Source: an optimization exercise on an open RTL-to-GDS flow (aim: small area, a short achievable clock period and few clock cycles). Production flows keep margins and buffers that such runs may drop.
In this exercise RTL edits were held to simulation tests only and were not proved equivalent to the original.

==> run a: inputs <==
## palert_dec
module palert_dec (
    input             clk,
    input             rst,           
    input      [15:0] cfg_poly,      
    input      [15:0] cfg_init,      
    input      [31:0] cfg_sync,      
    input      [5:0]  cfg_crc_off,   
    input             cfg_tbo,       
    input             req_valid,
    output            req_ready,
    input             req_write,
    input             req_pkt,       
    input      [6:0]  req_addr,
    input      [31:0] req_wdata,
    output reg        rsp_valid,
    output reg [31:0] rsp_data
);
clock: 12.0 ns
lec_check: 0
cap_margin: 40
core_margin: 2
core_utilization: 60
cts_cluster_diameter: 100
cts_cluster_size: 30
slew_margin: 20
standard.sh (not shown) runs the stock make flow with config.mk's settings and CLKGATE_MAP_FILE= SYNTH_SCRIPT=/design/flow/synth_recipe.tcl, a recipe that flattens the netlist after the stock synthesis.
==> flow/flow/run.sh <==
#!/bin/bash
# Standard layout with two changes to how it is optimised:
# - the repair steps aim for more setup slack than the 12 ns constraint
#   asks (the constraint itself is unchanged), so the achieved period shrinks;
# - ports are buffered with buf_4 instead of the delay buffer buffer_ports
#   picks by default, which footprint-matched resizing can never swap out.
set -euo pipefail
export SETUP_SLACK_MARGIN=9.0
export TNS_END_PERCENT=20
export BUFFER_PORTS_ARGS="-buffer_cell sky130_fd_sc_hd__buf_4"
bash standard.sh > standard.log 2>&1
==> run b (differences from run a) <==
--- a/flow/design.v
+++ b/flow/design.v
@@ -33,17 +33,16 @@
     reg [2:0]  rc;
     reg        f_inb1, f_inb2, f_inb4, f_inb64, f_crcrun, f_crcbad, f_offbig;
     reg        rdy;
     reg        rq_hold;       
     reg        rq_v, rq_wr, rq_pkt;
     reg [6:0]  rq_addr;
     reg [31:0] rq_wd;
     reg        rq_wofs, rq_wlen, rq_wplen, rq_wval, rq_wcmd;   
-    reg        rq_legal;      
     assign req_ready = rdy;
     reg        busy;
     reg [1:0]  mode;
     reg        fin;           
     reg [6:0]  cnt;           
     reg [7:0]  vb;            
     reg [6:0]  fldp;          
     reg [5:0]  coff_r;        
@@ -75,43 +74,39 @@
             if (cd[j]) tx = tx ^ tb[j];
     end
     wire [15:0] step_out = {8'd0, crc_r[15:8]} ^ tx;
     wire        x_go   = rq_v && !busy && (wu_done || rq_pkt);
     wire        x_cmd  = x_go && rq_wcmd;
     wire [7:0]  w_opc  = rq_wd[7:0];
     wire [1:0]  w_ord  = rq_wd[9:8];
     wire [3:0]  w_sel  = rq_wd[15:12];
-    wire [4:0]  okey   = {w_opc[5:4], w_opc[2:0]};
-    function legal(input [31:0] w);
-        reg rsvd, fn, fo, fs;
-        begin
-            rsvd = (w[31:16] != 16'd0) || (w[11:10] != 2'd0);
-            fn   = !rsvd && (w[9:8] == 2'd0) && (w[15:12] == 4'd0);
-            fo   = !rsvd && (w[9:8] != 2'd3) && (w[15:12] == 4'd0);
-            fs   = !rsvd && (w[9:8] == 2'd0);
-            case (w[7:0])
-                8'h01, 8'h02, 8'h03, 8'h04, 8'h05, 8'h10,
-                8'h20, 8'h21, 8'h22, 8'h23, 8'h24, 8'h30, 8'h31: legal = fn;
-                8'h11, 8'h12, 8'h13:                             legal = fo;
-                8'h14, 8'h15:                                    legal = fs;
-                default:                                         legal = 1'b0;
-            endcase
-        end
-    endfunction
-    wire        d_legal = rq_legal;
+    wire        w_rsvd = (rq_wd[31:16] != 16'd0) || (rq_wd[11:10] != 2'd0);
+    wire        fmt_n_ok = !w_rsvd && (w_ord == 2'd0) && (w_sel == 4'd0);
+    wire        fmt_o_ok = !w_rsvd && (w_ord != 2'd3) && (w_sel == 4'd0);
+    wire        fmt_s_ok = !w_rsvd && (w_ord == 2'd0);
+    reg         d_legal;
+    always @(*) begin
+        case (w_opc)
+            8'h01, 8'h02, 8'h03, 8'h04, 8'h05, 8'h10,
+            8'h20, 8'h21, 8'h22, 8'h23, 8'h24, 8'h30, 8'h31: d_legal = fmt_n_ok;
+            8'h11, 8'h12, 8'h13:                             d_legal = fmt_o_ok;
+            8'h14, 8'h15:                                    d_legal = fmt_s_ok;
+            default:                                         d_legal = 1'b0;
+        endcase
+    end
     reg x_start;
     always @(*) begin
         x_start = 1'b0;
         if (x_cmd && d_legal)
-            case (okey)
-                5'b00_010:            x_start = f_crcrun;
-                5'b00_100:            x_start = !f_offbig;
-                5'b11_000, 5'b11_001: x_start = f_inb64;
-                default:              x_start = 1'b0;
+            case (w_opc)
+                8'h02:        x_start = f_crcrun;
+                8'h04:        x_start = !f_offbig;
+                8'h30, 8'h31: x_start = f_inb64;
+                default:      x_start = 1'b0;
             endcase
     end
     wire eng_done = (mode == M_TBL) || fin || (mode == M_CRC && cnt == 7'd0);
     wire busy_n   = busy ? !eng_done : x_start;
     wire       rq_v_n    = !rq_hold ? req_valid : (rq_v && !x_go);
     wire       rq_pkt_n  = !rq_hold ? req_pkt   : rq_pkt;
     wire [6:0] rq_addr_n = !rq_hold ? req_addr  : rq_addr;
     wire       wu_done_n = wu_done || (wu_cnt == 3'd7);
@@ -160,18 +155,17 @@
         end
     endfunction
     wire [21:0] lf_eng  = lform(ne);
     wire [21:0] lf_off  = lform(off_n[6:0]);
     wire [21:0] lf_host = {rq_addr_n[1:0], {4{rq_addr_n[6:2]}}};
     wire        host_a  = !busy_n && !rq_hold;
     wire        host_b  = !busy_n && rq_hold && rq_pkt;
     wire        host_n  = (host_a && req_pkt) || host_b;
-    wire [21:0] lf_int  = host_b ? lf_host : busy_n ? lf_eng : lf_off;
-    wire [21:0] lf_n    = (host_a && req_pkt) ? lf_host : lf_int;
+    wire [21:0] lf_n    = host_n ? lf_host : busy_n ? lf_eng : lf_off;
     reg [31:0] reg_rdata;
     always @(*) begin
         reg_rdata = 32'd0;
         if (rq_addr[6:3] == 4'd0) begin
             case (rq_addr[2:0])
                 R_STATUS: reg_rdata = {25'd0, rc, 1'b0, es, match, tv};
                 R_CFG:    reg_rdata = {31'd0, cfg_tbo};
                 R_OFF:    reg_rdata = {16'd0, off_r};
@@ -237,17 +231,16 @@
             rq_pkt  <= req_pkt;
             rq_addr <= req_addr;
             rq_wd   <= req_wdata;
             rq_wofs  <= req_valid && req_write && !req_pkt && req_addr == {4'd0, R_OFF};
             rq_wlen  <= req_valid && req_write && !req_pkt && req_addr == {4'd0, R_LEN};
             rq_wplen <= req_valid && req_write && !req_pkt && req_addr == {4'd0, R_PLEN};
             rq_wval  <= req_valid && req_write && !req_pkt && req_addr == {4'd0, R_VAL};
             rq_wcmd  <= req_valid && req_write && !req_pkt && req_addr == {4'd0, R_CMD};
-            rq_legal <= legal(req_wdata);
         end
     end
     integer k;
     always @(posedge clk) begin
         rsp_data <= rq_pkt ? {24'd0, b0} : reg_rdata;
         {ps, lw0, lw1, lw2, lw3} <= lf_n;
         {f_inb1, f_inb2, f_inb4, f_inb64, f_crcrun, f_crcbad, f_offbig} <= rst ? 7'd0 : bf_n;
         coff_r <= cfg_crc_off;
@@ -323,90 +316,90 @@
                 endcase
             end
             if (x_cmd) begin
                 fin <= 1'b0;
                 if (!d_legal) begin
                     rc <= RC_ILLEGAL;
                     es <= 1'b1;
                 end else begin
-                    case (okey)
-                    5'b00_001: begin                               
+                    case (w_opc)
+                    8'h01: begin                                   
                         tv <= 1'b1;
                         rc <= RC_OK;
                     end
-                    5'b00_010: begin                               
+                    8'h02: begin                                   
                         if (f_crcbad) begin
                             rc <= RC_INVALID;
                             es <= 1'b1;
                         end else begin
                             tv    <= 1'b1;
                             rc    <= RC_OK;
                             crc_r <= cfg_init;
                             mode  <= M_CRC;
                             vb    <= b0;
                             cnt   <= len_r[6:0] - 7'd1;
                         end
                     end
-                    5'b00_011: begin                               
+                    8'h03: begin                                   
                         match <= (crc_r == val_r[15:0]);
                         rc    <= (crc_r == val_r[15:0]) ? RC_OK : RC_CORRUPT;
                     end
-                    5'b00_100: begin                               
+                    8'h04: begin                                   
                         if (f_offbig) begin
                             rc <= RC_INVALID;
                             es <= 1'b1;
                         end else begin
                             tv   <= 1'b1;
                             rc   <= RC_OK;
                             mode <= M_TBL;
                             vb   <= off_r[7:0] ^ crc_r[7:0];
                             cnt  <= 7'd0;
                         end
                     end
-                    5'b00_101: begin                               
+                    8'h05: begin                                   
                         es <= 1'b0;
                         rc <= RC_OK;
                     end
-                    5'b01_000, 5'b01_001, 5'b01_010, 5'b01_011, 5'b01_100, 5'b01_101: begin
-                        if (okey[2:0] == 3'd4 && w_sel >= 4'd4) begin
+                    8'h10, 8'h11, 8'h12, 8'h13, 8'h14, 8'h15: begin
+                        if (w_opc == 8'h14 && w_sel >= 4'd4) begin
                             rc <= RC_UNKSEL;
                             es <= 1'b1;
-                        end else if ((okey[2:0] == 3'd0 && !f_inb1) ||
-                                     ((okey[2:0] == 3'd1 || okey[2:0] == 3'd3 ||
-                                       okey[2:0] == 3'd5) && !f_inb2) ||
-                                     ((okey[2:0] == 3'd2 || okey[2:0] == 3'd4) && !f_inb4)) begin
+                        end else if ((w_opc == 8'h10 && !f_inb1) ||
+                                     ((w_opc == 8'h11 || w_opc == 8'h13 ||
+                                       w_opc == 8'h15) && !f_inb2) ||
+                                     ((w_opc == 8'h12 || w_opc == 8'h14) && !f_inb4)) begin
                             rc <= RC_INVALID;
                             es <= 1'b1;
                         end else begin
                             rc    <= RC_OK;
                             val_r <= val_get;
                         end
                     end
-                    5'b10_000: begin                               
+                    8'h20: begin                                   
                         val_r <= {val_r[31:16], val_r[7:0], val_r[15:8]};
                         rc    <= RC_OK;
                     end
-                    5'b10_001: begin                               
+                    8'h21: begin                                   
                         val_r <= {val_r[7:0], val_r[15:8], val_r[23:16], val_r[31:24]};
                         rc    <= RC_OK;
                     end
-                    5'b10_010: begin                               
+                    8'h22: begin                                   
                         val_r <= {val_r[15:0], val_r[31:16]};
                         rc    <= RC_OK;
                     end
-                    5'b10_011: begin                               
+                    8'h23: begin                                   
                         val_r <= {val_r[23:16], val_r[31:24], val_r[7:0], val_r[15:8]};
                         rc    <= RC_OK;
                     end
-                    5'b10_100: begin                               
+                    8'h24: begin                                   
                         val_r <= {{16{val_r[15]}}, val_r[15:0]};
                         rc    <= RC_OK;
                     end
-                    5'b11_000: begin                               
+                    8'h30: begin                                   
                         if (!f_inb64) begin
                             rc <= RC_INVALID;
                             es <= 1'b1;
                         end else begin
                             mode <= M_SYNC;
                             cnt  <= 7'd0;
                         end
                     end
==> flow/config.mk (replaced) <==
export PLATFORM = sky130hd
export DESIGN_NAME = palert_dec
export DESIGN_NICKNAME = palert_dec
export VERILOG_FILES = /design/flow/design.v
export SDC_FILE = /design/flow/constraint.sdc
export NUM_CORES = 4
export LEC_CHECK = 0
export CAP_MARGIN = 40
export CORE_MARGIN = 2
export CORE_UTILIZATION = 75
export SLEW_MARGIN = 20
==> run c (differences from run a) <==
--- a/flow/design.v
+++ b/flow/design.v
@@ -43,17 +43,17 @@
     reg        busy;
     reg [1:0]  mode;
     reg        fin;           
     reg [6:0]  cnt;           
     reg [7:0]  vb;            
     reg [6:0]  fldp;          
     reg [5:0]  coff_r;        
     reg        xok;           
-    reg [15:0] tb [0:7];      
+    reg [15:0] tbo [0:3];     
     reg [2:0]  wu_cnt;        
     reg        wu_done;
     reg [1:0]  ps;
     reg [4:0]  lw0, lw1, lw2, lw3;
     wire [7:0] l0 = ln0[lw0];
     wire [7:0] l1 = ln1[lw1];
     wire [7:0] l2 = ln2[lw2];
     wire [7:0] l3 = ln3[lw3];
@@ -61,23 +61,35 @@
                         input [7:0] a2, input [7:0] a3);
         case (k)
             2'd0:    lane = a0;
             2'd1:    lane = a1;
             2'd2:    lane = a2;
             default: lane = a3;
         endcase
     endfunction
+    function [15:0] st(input [15:0] r);         
+        st = r[0] ? ((r >> 1) ^ tbo[3]) : (r >> 1);
+    endfunction
+    wire [15:0] tbe0 = st(tbo[0]), tbe1 = st(tbo[1]), tbe2 = st(tbo[2]), tbe3 = st(tbo[3]);
+    function [15:0] tb(input integer jj);
+        case (jj)
+            0: tb = tbe0;  1: tb = tbo[0];
+            2: tb = tbe1;  3: tb = tbo[1];
+            4: tb = tbe2;  5: tb = tbo[2];
+            6: tb = tbe3;  default: tb = tbo[3];
+        endcase
+    endfunction
     wire [7:0]  cd = crc_r[7:0] ^ vb;
     reg  [15:0] tx;
     integer j;
     always @(*) begin
         tx = 16'd0;
         for (j = 0; j < 8; j = j + 1)
-            if (cd[j]) tx = tx ^ tb[j];
+            if (cd[j]) tx = tx ^ tb(j);
     end
     wire [15:0] step_out = {8'd0, crc_r[15:8]} ^ tx;
     wire        x_go   = rq_v && !busy && (wu_done || rq_pkt);
     wire        x_cmd  = x_go && rq_wcmd;
     wire [7:0]  w_opc  = rq_wd[7:0];
     wire [1:0]  w_ord  = rq_wd[9:8];
     wire [3:0]  w_sel  = rq_wd[15:12];
     wire [4:0]  okey   = {w_opc[5:4], w_opc[2:0]};
@@ -135,17 +147,18 @@
                        ok && (room[7:0] >= 8'd4), ok && (room[7:0] >= 8'd64),
                        (n != 17'd0) && inbl, (n != 17'd0) && !inbl, o[15:8] != 8'd0 };
         end
     endfunction
     wire [6:0] bf_off  = bflags(rq_wd[15:0], len_r, plen_r);
     wire [6:0] bf_len  = bflags(off_r, rq_wd[16:0], plen_r);
     wire [6:0] bf_plen = bflags(off_r, len_r, rq_wd[16:0]);
     wire [6:0] bf_cur  = {f_inb1, f_inb2, f_inb4, f_inb64, f_crcrun, f_crcbad, f_offbig};
-    wire [6:0] bf_n    = wr_off ? bf_off : wr_len ? bf_len : wr_plen ? bf_plen : bf_cur;
+    wire [6:0] bf_n    = wr_off ? bf_off : wr_len ? {bf_cur[6:3], bf_len[2:1], bf_cur[0]} :
+                         wr_plen ? bf_plen : bf_cur;
     wire        is_sync = w_opc[4] && !w_opc[0];   
     reg  [6:0]  ne;           
     always @(*) begin
         if (!busy)
             ne = is_sync ? off_r[6:0] + 7'd60 : off_r[6:0] + 7'd1;
         else if (mode == M_M4C && cnt == 7'd1)
             ne = fldp;
         else
@@ -240,26 +253,26 @@
             rq_wofs  <= req_valid && req_write && !req_pkt && req_addr == {4'd0, R_OFF};
             rq_wlen  <= req_valid && req_write && !req_pkt && req_addr == {4'd0, R_LEN};
             rq_wplen <= req_valid && req_write && !req_pkt && req_addr == {4'd0, R_PLEN};
             rq_wval  <= req_valid && req_write && !req_pkt && req_addr == {4'd0, R_VAL};
             rq_wcmd  <= req_valid && req_write && !req_pkt && req_addr == {4'd0, R_CMD};
             rq_legal <= legal(req_wdata);
         end
     end
-    integer k;
     always @(posedge clk) begin
         rsp_data <= rq_pkt ? {24'd0, b0} : reg_rdata;
         {ps, lw0, lw1, lw2, lw3} <= lf_n;
         {f_inb1, f_inb2, f_inb4, f_inb64, f_crcrun, f_crcbad, f_offbig} <= rst ? 7'd0 : bf_n;
         coff_r <= cfg_crc_off;
         fldp   <= off_r[6:0] + {1'b0, coff_r};
-        tb[7] <= cfg_poly;
-        for (k = 7; k > 0; k = k - 1)
-            tb[k-1] <= tb[k][0] ? ((tb[k] >> 1) ^ tb[7]) : (tb[k] >> 1);
+        tbo[3] <= cfg_poly;
+        tbo[2] <= st(tbe3);
+        tbo[1] <= st(tbe2);
+        tbo[0] <= st(tbe1);
     end
     always @(posedge clk) begin
         if (rst) begin
             off_r     <= 16'd0;
             len_r     <= 17'd0;
             plen_r    <= 17'd0;
             val_r     <= 32'd0;
             crc_r     <= 16'd0;
==> flow/config.mk (replaced) <==
export PLATFORM = sky130hd
export DESIGN_NAME = palert_dec
export DESIGN_NICKNAME = palert_dec
export VERILOG_FILES = /design/flow/design.v
export SDC_FILE = /design/flow/constraint.sdc
export NUM_CORES = 4
export LEC_CHECK = 0
export ABC_CLOCK_PERIOD_IN_PS = 2500
export CAP_MARGIN = 10
export CORE_MARGIN = 2
export CORE_UTILIZATION = 60
export CTS_CLUSTER_DIAMETER = 70
export CTS_CLUSTER_SIZE = 30
export SLEW_MARGIN = 20
==> run d (differences from run a) <==
--- a/flow/design.v
+++ b/flow/design.v
@@ -160,18 +160,17 @@
         end
     endfunction
     wire [21:0] lf_eng  = lform(ne);
     wire [21:0] lf_off  = lform(off_n[6:0]);
     wire [21:0] lf_host = {rq_addr_n[1:0], {4{rq_addr_n[6:2]}}};
     wire        host_a  = !busy_n && !rq_hold;
     wire        host_b  = !busy_n && rq_hold && rq_pkt;
     wire        host_n  = (host_a && req_pkt) || host_b;
-    wire [21:0] lf_int  = host_b ? lf_host : busy_n ? lf_eng : lf_off;
-    wire [21:0] lf_n    = (host_a && req_pkt) ? lf_host : lf_int;
+    wire [21:0] lf_n    = host_n ? lf_host : busy_n ? lf_eng : lf_off;
     reg [31:0] reg_rdata;
     always @(*) begin
         reg_rdata = 32'd0;
         if (rq_addr[6:3] == 4'd0) begin
             case (rq_addr[2:0])
                 R_STATUS: reg_rdata = {25'd0, rc, 1'b0, es, match, tv};
                 R_CFG:    reg_rdata = {31'd0, cfg_tbo};
                 R_OFF:    reg_rdata = {16'd0, off_r};
==> flow/config.mk (replaced) <==
export PLATFORM = sky130hd
export DESIGN_NAME = palert_dec
export DESIGN_NICKNAME = palert_dec
export VERILOG_FILES = /design/flow/design.v
export SDC_FILE = /design/flow/constraint.sdc
export NUM_CORES = 4
export LEC_CHECK = 0
export CAP_MARGIN = 40
export CORE_MARGIN = 2
export CORE_UTILIZATION = 60
export SLEW_MARGIN = 20
==> results.json <==
{
  "outcome": "no timing/DRC/antenna violations",
  "fin_crit_sh_pct": 29.9,
  "die_x_um": 328,
  "fin_ws_ps": 8420,
  "synth_compound_area_share_pct": 8.47,
  "remaining_drc_errors": 0,
  "place_inst": 6126,
  "worstSkewPairLatency_ps": 750
}
the above is filed under run a

==> results.json <==
{
  "fin_crit_sh_pct": 30.5,
  "remaining_drc_errors": 0,
  "die_x_um": 326,
  "synth_compound_area_share_pct": 7.40,
  "outcome": "no timing/DRC/antenna violations",
  "worstSkewPairLatency_ps": 800,
  "place_inst": 6007,
  "fin_ws_ps": 8330
}
the above is filed under run d

==> results.json <==
{
  "outcome": "did not finish",
  "haltStage": "clock tree synthesis",
  "stop_error": "[ERROR DPL-0033] detailed placement checks failed during check placement.",
  "synth_compound_area_share_pct": 7.30
}
the above is filed under run b

==> results.json <==
{
  "fin_ws_ps": 8320,
  "remaining_drc_errors": 0,
  "fin_crit_sh_pct": 30.6,
  "synth_compound_area_share_pct": 7.58,
  "worstSkewPairLatency_ps": 710,
  "die_x_um": 326,
  "outcome": "no timing/DRC/antenna violations"
}
the above is filed under run c

Testbench counts of run a, summed over its fixed seeds: cycles 14,855.
Testbench counts of run b, summed over its fixed seeds: cycles 14,855.
Testbench counts of run c, summed over its fixed seeds: cycles 14,855.
Testbench counts of run d, summed over its fixed seeds: cycles 14,855.

-- separate check: timing with driven ports --
Ports are ideal in the flow. The routed layouts listed here were re-timed in OpenROAD. Step 1: set_driving_cell puts a clkbuf_16 on clk and a buf_2 on each other input, an assumption about the parent block. Step 2 also shifts input and output timing later by t, the mid clock arrival at the registers, as if the neighbouring blocks saw the same clock. a / b / c = ideal ports / drivers / drivers and shift; a / b = the first two.
run	t (ns)	setup WS [ns]	cell pins on the clock port's net
run a	0.795	8.415 / 8.342 / 7.945	1
run c	0.753	8.324 / 8.324 / 7.799	1
run d	0.855	8.334 / 8.256 / 8.060	1
After both steps every run listed still meets setup and hold. The setup slack of run c, which loses most, moves by 0.000 ns with the drivers and by -0.525 ns with both steps.
